Source: an optimization exercise on an open RTL-to-GDS flow (aim: small area, a short achievable clock period and few clock cycles). Production flows keep margins and buffers that such runs may drop. Power is estimated from default activity; no workload was simulated.

== red ==
==> module pecf_rx, before the edit <==
module pecf_rx (
    input  wire        clk,
    input  wire        rst,
    input  wire        rx_start,
    input  wire        rx_valid,
    input  wire [7:0]  rx_data,
    input  wire [22:0] noise_floor_uv,
    output reg         blk_valid,
    output reg  [3:0]  blk_dev,
    output wire [15:0] blk_code0,
    output wire [15:0] blk_code1,
    output wire [15:0] blk_code2,
    output wire        blk_pec_ok,
    output wire        pec_err,
    output wire [22:0] blk_uv0,
    output wire [22:0] blk_uv1,
    output wire [22:0] blk_uv2
);
    localparam [14:0] SEED = 15'h0010;
    reg  [2:0]  pos;         
    reg  [14:0] rem;
    reg  [47:0] payload;     
    reg         err;         
    reg  [20:0] x_top, x_mid, x_bot;   
    wire [14:0] rem_next;
    pecf_step u_step (
        .rem_in  ((pos == 3'd0) ? SEED : rem),
        .data    (rx_data),
        .rem_out (rem_next)
    );
    assign blk_code0  = payload[15:0];
    assign blk_code1  = payload[31:16];
    assign blk_code2  = payload[47:32];
    assign blk_pec_ok = (rem == 15'd0);
    assign pec_err    = err || !blk_pec_ok;
    wire [22:0] top_uv;
    pecf_scale u_scale (.code(blk_code2), .uv(top_uv));
    wire [20:0] x_clamped = ({x_top, 2'b00} < noise_floor_uv) ? 21'd0 : x_top;
    assign blk_uv0 = {x_bot, 2'b00};
    assign blk_uv1 = {x_mid, 2'b00};
    assign blk_uv2 = {x_top, 2'b00};
    always @(posedge clk) begin
        if (rx_valid) begin
            rem <= rem_next;
            if (!(pos[2] && pos[1]))
                payload <= {rx_data, payload[47:8]};
        end
        if (pos != 3'd0 && pos != 3'd1)
            x_top <= pos[0] ? x_clamped : top_uv[22:2];
        if (rx_valid && (pos == 3'd3 || pos == 3'd5)) begin
            x_mid <= x_clamped;
            x_bot <= x_mid;
        end
    end
    always @(posedge clk) begin
        blk_valid <= rx_valid && (pos == 3'd7);
        if (rst || rx_start) begin
            pos     <= 3'd0;
            blk_dev <= 4'd0;
            err     <= 1'b0;
        end else begin
            if (rx_valid)
                pos <= pos + 3'd1;
            if (blk_valid) begin
                blk_dev <= blk_dev + 4'd1;
                if (!blk_pec_ok)
                    err <= 1'b1;
            end
        end
    end
endmodule
export LEC_CHECK = 0
export CAP_MARGIN = 20
export CORE_MARGIN = 2
export CORE_UTILIZATION = 40
export SLEW_MARGIN = 20
create_clock -name core_clock -period 9.0 [get_ports {clk}]
standard.sh (not shown) runs the stock make flow with config.mk's settings and CLKGATE_MAP_FILE= SYNTH_SCRIPT=/design/flow/synth_recipe.tcl, a recipe that flattens the netlist after the stock synthesis.
==> flow/flow/run.sh <==
#!/bin/bash
# The standard layout, except that the port buffers are made as the smallest
# buffer cell (buf_1) instead of the resizer's default pick; the repair steps
# still resize them where timing or slew asks for it.
set -euo pipefail
cd "$(dirname "$0")/.."
bash standard.sh BUFFER_PORTS_ARGS="-buffer_cell sky130_fd_sc_hd__buf_1" finish > standard_flow.log 2>&1
red has completed all stages; timing, DRC and antenna checks passed.
What blue does differently from red at the input level:
--- a/flow/design.v
+++ b/flow/design.v
@@ -85,5 +85,5 @@
     reg  [47:0] payload;     
     reg         err;         
-    reg  [20:0] x_top, x_mid, x_bot;   
+    reg  [22:0] uv0, uv1, uv2;   
     wire [14:0] rem_next;
     pecf_step u_step (
@@ -99,8 +99,9 @@
     wire [22:0] top_uv;
     pecf_scale u_scale (.code(blk_code2), .uv(top_uv));
-    wire [20:0] x_clamped = ({x_top, 2'b00} < noise_floor_uv) ? 21'd0 : x_top;
-    assign blk_uv0 = {x_bot, 2'b00};
-    assign blk_uv1 = {x_mid, 2'b00};
-    assign blk_uv2 = {x_top, 2'b00};
+    wire        top_low = (top_uv < noise_floor_uv);
+    wire [22:0] top_clamped = top_low ? 23'd0 : top_uv;
+    assign blk_uv0 = uv0;
+    assign blk_uv1 = uv1;
+    assign blk_uv2 = uv2;
     always @(posedge clk) begin
         if (rx_valid) begin
@@ -109,10 +110,7 @@
                 payload <= {rx_data, payload[47:8]};
         end
-        if (pos != 3'd0 && pos != 3'd1)
-            x_top <= pos[0] ? x_clamped : top_uv[22:2];
-        if (rx_valid && (pos == 3'd3 || pos == 3'd5)) begin
-            x_mid <= x_clamped;
-            x_bot <= x_mid;
-        end
+        if (pos == 3'd2) uv0  <= top_clamped;
+        if (pos == 3'd4) uv1  <= top_clamped;
+        if (pos == 3'd6) uv2  <= top_clamped;
     end
     always @(posedge clk) begin
Results
- Looking only at via count, and setting everything else aside, the lower value of red and blue goes to blue.
- The synthesized cell count in blue sits 9.1% below the value recorded for red.
- blue vs. red: multiplexer fraction of the synthesized cell area went up; setup slack fell 0.89 ns; critical path depth up 15; die footprint went down 2.4%.
- A capturing element of the worst setup path of out_valid is what red shows, while u_rx.uv1[2]$_DFFE_PN_ belongs to blue.
- Looking at worst hold slack after final layout, blue sits 0.0065 ns above red.
- Density: blue denser than red
- Synthesis-to-finish area growth, red and blue: smaller value in red
- Diff red and blue: post-detailed-routing wire length higher in blue
- Looking only at power after layout, and setting everything else aside, the higher value of red and blue goes to blue.
- Arrival time reported for the critical path endpoint, red and blue, higher one = blue.
- Synthesized cell area went down by a few percent going from red to blue.
No functional check of the RTL was part of any run of this note.

==> separate check: timing with driven ports <==
In the flow no input, the clock included, has a driving cell. The finished layouts below were timed again as built, in two steps.
Step 1 (the two cells are an assumption about what drives the block):
set clk [get_ports {clk}]
set_driving_cell -lib_cell sky130_fd_sc_hd__clkbuf_16 $clk
set_driving_cell -lib_cell sky130_fd_sc_hd__buf_2 [delete_from_list [all_inputs] $clk]
Step 2 times the ports against the registers' clock, not the clock port: input delays grow and output delays shrink by t, the midpoint of the rising clock arrivals with the driver on.
Three values: ideal, step 1, step 2; two values: the first two.
run | shift t [ns] | setup WS [ns] | worst slew at a driven data input, ns
red | 0.467 | 4.850 / 4.831 / 4.662 | 0.04
blue | 0.463 | 3.959 / 3.959 / 3.959 | 0.04
After both steps every run listed still meets setup and hold. For red, which loses most, drivers alone change the setup slack by -0.019 ns; drivers and shift together by -0.188 ns.
